Background: an optimization exercise with open tools, aiming at small area. Do not read the settings as production practice. Function was checked by simulation only, so behaviour that the tests miss may differ from the original. Power is estimated from default activity; no workload was simulated.

==> flow/design.v (outline; a module is shown in full before it is edited, if it fits) <==
// module fcps: 669 lines
// module fcps_winmux: 21 lines
// module fcps_aoi222: 6 lines
// module fcps_hold: 6 lines
// module fcps_holdv: 14 lines
// module fcps_mux4oh: 16 lines
// module fcps_regmux: 428 lines
// module fcps_nand2: 6 lines
module fcps (
    input  wire        clk,
    input  wire        rst,
    input  wire        bus_we,
    input  wire [8:0]  bus_addr,
    input  wire [31:0] bus_wdata,
    output reg  [31:0] bus_rdata,
    output wire        irq,
    input  wire        tick,
    output wire        tp_open_req,
    output wire [31:0] tp_baud,
    input  wire        tp_open_ok,
    input  wire        tp_open_err,
    output wire        rts,
    output wire        dtr,
    input  wire        tp_rts_unsup,
    input  wire        tp_dtr_unsup,
    output wire        tp_flush_in,
    output wire        tp_flush_out,
    output wire        tx_valid,
    output wire [7:0]  tx_data,
    input  wire        tx_ready,
    input  wire        tp_wr_err,
    input  wire        rx_valid,
    input  wire [7:0]  rx_data,
    output wire        tp_close
);
  // ...
==> flow/flow/run.sh <==
#!/bin/bash
# The standard layout, with the clock tree built without dummy loads from
# clkbuf_8 clusters, and the ports buffered with the smallest buffer.
set -euo pipefail
CTS="-sink_clustering_enable -repair_clock_nets -dont_use_dummy_load"
CTS="$CTS -buf_list sky130_fd_sc_hd__clkbuf_8 -sink_clustering_size 16 -sink_clustering_max_diameter 50"
bash standard.sh "CTS_ARGS=$CTS" "BUFFER_PORTS_ARGS=-buffer_cell sky130_fd_sc_hd__buf_1" finish > flow_make.log 2>&1
==> flow/standard.sh <==
#!/bin/bash
# synth_recipe.tcl (not shown) runs the flow's synth.tcl, then flattens the netlist and writes it again
# the make line also repeats each setting of config.mk as NAME=value (left out here)
make -C /OpenROAD-flow-scripts/flow DESIGN_CONFIG=/design/flow/config.mk WORK_HOME=/design/flow/orfs CLKGATE_MAP_FILE= SYNTH_SCRIPT=/design/flow/synth_recipe.tcl "${@:-finish}"
==> flow/config.mk <==
export PLATFORM = sky130hd
export DESIGN_NAME = fcps
export DESIGN_NICKNAME = fcps
export VERILOG_FILES = /design/flow/design.v
export SDC_FILE = /design/flow/constraint.sdc
export NUM_CORES = 8
export LEC_CHECK = 0
export CAP_MARGIN = 30
export CORE_MARGIN = 2
export CORE_UTILIZATION = 65
export SLEW_MARGIN = 20
export SYNTH_HIERARCHICAL = 1
==> flow/constraint.sdc <==
create_clock -name core_clock -period 20.0 [get_ports {clk}]
set_input_delay 4.0000 -clock core_clock [delete_from_list [all_inputs] [get_ports {clk}]]
set_output_delay 4.0000 -clock core_clock [all_outputs]
set_load 0.01 [all_outputs]
==> flow_summary.json, run 1 <==
{
  "status": "timing/DRC/antenna clean",
  "route.vias.total": 94300,
  "met2_usage": 0.705,
  "drt_pass1_iterations": 14,
  "gp_congestion": 1.09,
  "num_rows": 142,
  "min_period_over_period": 0.689,
  "hold_depth": 1,
  "seq_area_mm2": 0.0518,
  "finish.utilization": 0.711,
  "p_clk_uw": 2570,
  "final_cell_area_mm2": 0.107,
  "power_frac_seq": 0.625,
  "required_ps": 16000,
  "worst_path_dominant_cell_family": "simple AND/OR/NAND/NOR gates",
  "dp_hpwl_um": 277000,
  "largestClassByArea": "sequential cells",
  "finalWorstSetupSlack_ps": 6220,
  "nFillCells": 11200,
  "clkbuf_count": 205,
  "first_global_vias": 87100,
  "cts_resized": 0,
  "cp_max_fo": 48,
  "slew_headroom": 0.0854,
  "crit_arrival_ps": 9780
}
==> run 2, diff against run 1 <==
--- a/flow/config.mk
+++ b/flow/config.mk
@@ -6,5 +6,5 @@
 export NUM_CORES = 8
 export LEC_CHECK = 0
-export CAP_MARGIN = 30
+export CAP_MARGIN = 25
 export CORE_MARGIN = 2
 export CORE_UTILIZATION = 65
==> run 2 against run 1 <==
Combinational power down 3.3%. Non-clock buffer count down 48. Hold slack better by 3.2 ps. Maximum frequency up 1.3%.
==> flow_summary.json, run 2 <==
{
  "r2r-start": "rxlen[2]$_SDFF_PP0_",
  "core_area_mm2": 0.150,
  "initial_utilization": 0.657,
  "stdcell_count": 11400,
  "cp_max_fo": 48,
  "dp_hpwl_um": 275000,
  "nets": 9453,
  "tns_ps": 0,
  "grt_pass1_wl_um": 596000,
  "cts_resized": 0,
  "placedCellCount": 11100,
  "antenna_left": 0,
  "gp_congestion": 1.09,
  "dieArea_mm2": 0.155,
  "synth_nets": 9084,
  "wire_per_inst_um": 36.9,
  "rr_worst_depth": 23,
  "ioPinCount": 140,
  "clkTransAtPathRegs_ps": 80,
  "drt_pass1_iterations": 15,
  "die_w_um": 393,
  "crit_type": "in -> out",
  "first_global_vias": 86400,
  "p_leak_uw": 0.0394,
  "cts_root_buf": "clkbuf_8",
  "tightest_slew_ps": 1380,
  "met1_usage": 0.637,
  "reg_top3": "rxbuf (2048), hist (128)",
  "finalClockSkew_ps": 139,
  "route.vias.total": 94300,
  "cts.sinks": 2583,
  "numCtsBuffers": 207,
  "min_period_over_period": 0.680,
  "use_met3": 0.215,
  "antenna_found_initial": 36,
  "grt_max_degree": 65,
  "setup_viol": 0,
  "crit_arrival_ps": 9610,
  "placed_cell_area_mm2": 0.103,
  "hold_buffers": 0,
  "hold_depth": 1,
  "status": "timing/DRC/antenna clean",
  "grt_setup_unrepaired": "false",
  "finalHoldViolations": 0,
  "hold_path_end": "rxbuf[1236]$_DFF_P_",
  "final_common_cell": "dfxtp_1",
  "power_density_mw_per_mm2": 82.0,
  "hp-start": "rxbuf[1236]$_DFF_P_",
  "min_path_type": "reg -> reg",
  "largest_register": "rxbuf",
  "largest_reg_flops": 2048,
  "endpoint_kind": "output pin",
  "cts.path.max_buffers": 3,
  "fmax_mhz": 73.5,
  "syn_inst": 8957,
  "drt_iter0_drc": 20200,
  "holdWs_ps": 475,
  "portBuffers": 137,
  "viasPerCell": 8.30,
  "grt_overflow_total": 0,
  "required_ps": 16000,
  "drive_gt1_frac": 0.0704,
  "mostFrequentLayoutCells": "dfxtp_1 (2570), a22o_1 (2475), a222oi_1 (900), nand2_1 (680), nor2_1 (437)",
  "irDropWorstVdd_v": 0.0000787,
  "met2_usage": 0.702,
  "slew_headroom": 0.0731,
  "r2r_slack_ps": 10960,
  "reg2reg_to": "plen[2]$_SDFF_PP0_",
  "avgSynthCellArea_um2": 11.0,
  "die_h_um": 393,
  "clock_latency_ps": 1000,
  "nFillCells": 11200,
  "top_usage_layer": "met2",
  "seq_area_mm2": 0.0518,
  "num_rows": 142,
  "multi_input_area_mm2": 0.0461,
  "yosysWarnings": 7,
  "grt_util_all_layers": 0.511,
  "drt_wl_total_um": 419000,
  "drv_slew": 0,
  "startpoint_type": "primary input",
  "finish.utilization": 0.707,
  "cap_violations": 0,
  "final_cell_area_mm2": 0.106,
  "drc_errors": 0,
  "cts_tree": "built",
  "layout-area-overhead-vs-synth_pct": 7.66,
  "post_cts_buffers": 0,
  "period_minus_slack_ps": 13610,
  "h-tree-depth": 4,
  "netlist_area_mm2": 0.0986
}
-- run 2: layout make-up --
class                      instances  share of cell area
timing repair buffer             358              0.0220
antenna                           18            0.000424
multi-input combinational       6051               0.434
inverter                         125             0.00444
tap                             2016              0.0238
clock buffer                     207              0.0268
sequential                      2583               0.488
-- run 2: worst max-delay path by stage --
stage / start / end / slack, ps / cells after the start
3_3_place_gp: bus_addr[8] / bus_rdata[19] / 6790 / 13
4_1_cts: bus_addr[8] / bus_rdata[26] / 6710 / 13
2_1_floorplan: bus_addr[8] / bus_rdata[8] / 8360 / 10
3_5_place_dp: bus_addr[8] / bus_rdata[26] / 6750 / 13
6_report: bus_addr[8] / bus_rdata[24] / 6390 / 13
5_1_grt: bus_addr[8] / bus_rdata[27] / 6600 / 13
-- run 2: stage by stage --
step                      worst slack [ps]  power, µW
after global routing                  6600       8880
after floorplan                       8360       5880
after global placement                6790       6150
after CTS                             6710       8600
after detailed placement              6750       6180
final                                 6390       8700
-- run 2: per-layer routing --
| layer | share of wire | vias to the layer above |
|---|---|---|
| met3 | 0.17 | 2045 |
| li1 | - | 38000 |
| met1 | 0.34 | 45400 |
| met5 | 0.00073 | - |
| met2 | 0.39 | 8871 |
| met4 | 0.094 | 38 |
-- run 2: critical path, cell delays in order --
cell and delay [ps]:
clkbuf_2 80, buf_4 280, o21ai_0 580, nand2b_1 730, or2_2 310, nor2_2 50, buf_4 280, a222oi_1 510
nand4_1 460, nor4_1 1210, nand4_1 410, a21o_1 440, buf_1 190
-- run 2: where the power goes --
part | internal (µW) | leakage [µW] | switching, µW | total (µW)
Clock | 919 | 0.00149 | 1650 | 2570
Sequential | 5320 | 0.0210 | 129 | 5450
Combinational | 196 | 0.0169 | 485 | 681
Total | 6440 | 0.0394 | 2270 | 8700
==> run 3, diff against run 2 <==
--- a/flow/config.mk
+++ b/flow/config.mk
@@ -6,7 +6,7 @@
 export NUM_CORES = 8
 export LEC_CHECK = 0
-export CAP_MARGIN = 25
+export CAP_MARGIN = 30
 export CORE_MARGIN = 2
-export CORE_UTILIZATION = 65
+export CORE_UTILIZATION = 68
 export SLEW_MARGIN = 20
 export SYNTH_HIERARCHICAL = 1
==> run 3 against run 2 <==
Non-clock buffer count rose by 49. Global-route usage rose by 1.7 points. Sequential cell count did not move. Combinational power rose by 3.1%. Still clean.
==> flow_summary.json, run 3 <==
{
  "largest_register": "rxbuf",
  "met1_length_um": 140000,
  "num_rows": 139,
  "tns_ps": 0,
  "reg_top3": "rxbuf (2048), hist (128)",
  "fmax_mhz": 73.8,
  "mostFrequentLayoutCells": "dfxtp_1 (2570), a22o_1 (2475), a222oi_1 (900), nand2_1 (681), nor2_1 (436)",
  "antenna_left": 0,
  "core_area_mm2": 0.144,
  "largest_reg_flops": 2048,
  "initial_utilization": 0.685,
  "die_h_um": 385,
  "period_minus_slack_ps": 13540,
  "min_path_type": "reg -> reg",
  "stdcell_count": 11300,
  "placedCellCount": 11000,
  "die_w_um": 385,
  "grt_overflow_total": 0,
  "required_ps": 16000,
  "clkTransAtPathRegs_ps": 70,
  "drt_wl_total_um": 412000,
  "wire_per_inst_um": 36.5,
  "grt_util_all_layers": 0.528,
  "nets": 9493,
  "status": "timing/DRC/antenna clean",
  "route.vias.total": 94300,
  "clock_latency_ps": 1010,
  "slew_headroom": 0.170,
  "synth_nets": 9084,
  "irDropWorstVdd_v": 0.0000765,
  "hold_depth": 1,
  "h-tree-depth": 4,
  "netlist_area_mm2": 0.0986,
  "endpoint_kind": "output pin",
  "wl_met2_um": 159000,
  "drt_iter0_drc": 21500,
  "numCtsBuffers": 198,
  "grt_max_degree": 65,
  "drt_pass1_iterations": 17,
  "wl_met3_um": 76900,
  "tightest_slew_ps": 1230,
  "rr_worst_depth": 24,
  "grt_pass1_wl_um": 584000,
  "yosysWarnings": 7,
  "final_cell_area_mm2": 0.107,
  "finalHoldViolations": 0,
  "cts_tree": "built",
  "post_cts_buffers": 0,
  "placed_cell_area_mm2": 0.103,
  "cts.sinks": 2583,
  "power_density_mw_per_mm2": 81.3,
  "top_layer_used": "met5",
  "startpoint_type": "primary input",
  "viasPerCell": 8.35,
  "dp_hpwl_um": 270000,
  "ioPinCount": 140,
  "avgSynthCellArea_um2": 11.0,
  "finalPower_uw": 8660,
  "p_leak_uw": 0.0397,
  "drc_errors": 0,
  "setup_viol": 0,
  "hold_buffers": 0,
  "crit_arrival_ps": 9540,
  "cap_violations": 0,
  "layout-area-overhead-vs-synth_pct": 8.12,
  "first_global_vias": 86900,
  "gp_congestion": 1.13,
  "antenna_found_initial": 32,
  "cts_resized": 0,
  "dieArea_mm2": 0.148,
  "final_common_cell": "dfxtp_1",
  "finalClockSkew_ps": 115,
  "drive_gt1_frac": 0.0738,
  "holdWs_ps": 473,
  "syn_inst": 8957,
  "min_period_over_period": 0.677,
  "cts.path.max_buffers": 3,
  "drv_slew": 0,
  "grt_setup_unrepaired": "false",
  "cp_max_fo": 48,
  "crit_type": "in -> out",
  "cts_root_buf": "clkbuf_8",
  "portBuffers": 137
}
==> run 3: per-stage QoR <==
step	worst slack, ps	util
5_1_grt	6690	0.741
2_1_floorplan	8360	-
6_report	6460	0.741
3_3_place_gp	6710	0.714
3_5_place_dp	6760	0.716
4_1_cts	6740	0.735
==> run 3: final timing paths <==
check             slack, ps             endpoint                 from
setup / recovery       6460        bus_rdata[28]          bus_addr[8]
hold / removal          470  rxbuf[1768]$_DFF_P_  rxbuf[1768]$_DFF_P_
setup reg to reg      11410   plen[4]$_SDFF_PP0_  rxlen[2]$_SDFF_PP0_
hold reg to reg         470  rxbuf[1768]$_DFF_P_  rxbuf[1768]$_DFF_P_
==> run 3: layout make-up <==
cell class,count,area (µm²)
Sequential cell,2583,51800
Tap cell,1903,2380
Multi-Input combinational cell,6051,46000
Fill cell,10100,37200
Clock buffer,198,2730
Timing Repair Buffer,407,3080
Inverter,125,472
Antenna cell,24,60.1
==> run 3: report_power, final <==
part | internal (µW) | total [µW] | switching (µW)
Sequential | 5320 | 5450 | 129
Clock | 881 | 2510 | 1630
Combinational | 212 | 702 | 491
==> run 3: worst max-delay path, cell delays in order <==
cell and delay [ps]:
clkbuf_2 80, buf_4 290, o21ai_0 610, nand2b_1 830
or2_2 400, nor2_2 60, buf_4 300, a222oi_1 430
nand4_1 580, nor4_1 1090, nand4_1 300, a21o_1 320
buf_1 160
==> run 3: routing by layer <==
layer	vias to the layer above	GRT usage
li1	38100	-
met1	45100	0.649
met2	9009	0.707
met3	2123	0.265
met4	42	0.378
met5	-	0.0120

==> afterwards: timing with drivers on the ports <==
How much do the figures lean on ideal ports? The routed layouts below were timed once more, with nothing changed but the port constraints. Step 1 (the two cells are an assumption about what drives the block):
set clk [get_ports {clk}]
set_driving_cell -lib_cell sky130_fd_sc_hd__clkbuf_16 $clk
set_driving_cell -lib_cell sky130_fd_sc_hd__buf_2 [delete_from_list [all_inputs] $clk]
Step 2 adds t to the input delays and takes it off the output delays; t is the mean of the earliest and latest rising clock arrival at the registers after step 1. Input paths then give back, and output paths get back, about the clock's delay inside the block. a / b / c = ideal ports / drivers / drivers and shift; a / b = the first two.
| run | t, ns | setup slack, ns | worst register clock-pin slew, ns | worst slew at a driven data input, ns |
|---|---|---|---|---|
| run 1 | 1.043 | 6.217 / 6.195 / 6.195 | 0.11 / 0.11 | 0.19 |
| run 2 | 1.026 | 6.390 / 6.364 / 6.364 | 0.11 / 0.11 | 0.18 |
| run 3 | 1.042 | 6.456 / 6.432 / 6.432 | 0.11 / 0.11 | 0.16 |
After both steps every run listed still meets setup and hold. For run 2, which loses most, drivers alone change the setup slack by -0.026 ns; drivers and shift together by -0.026 ns.
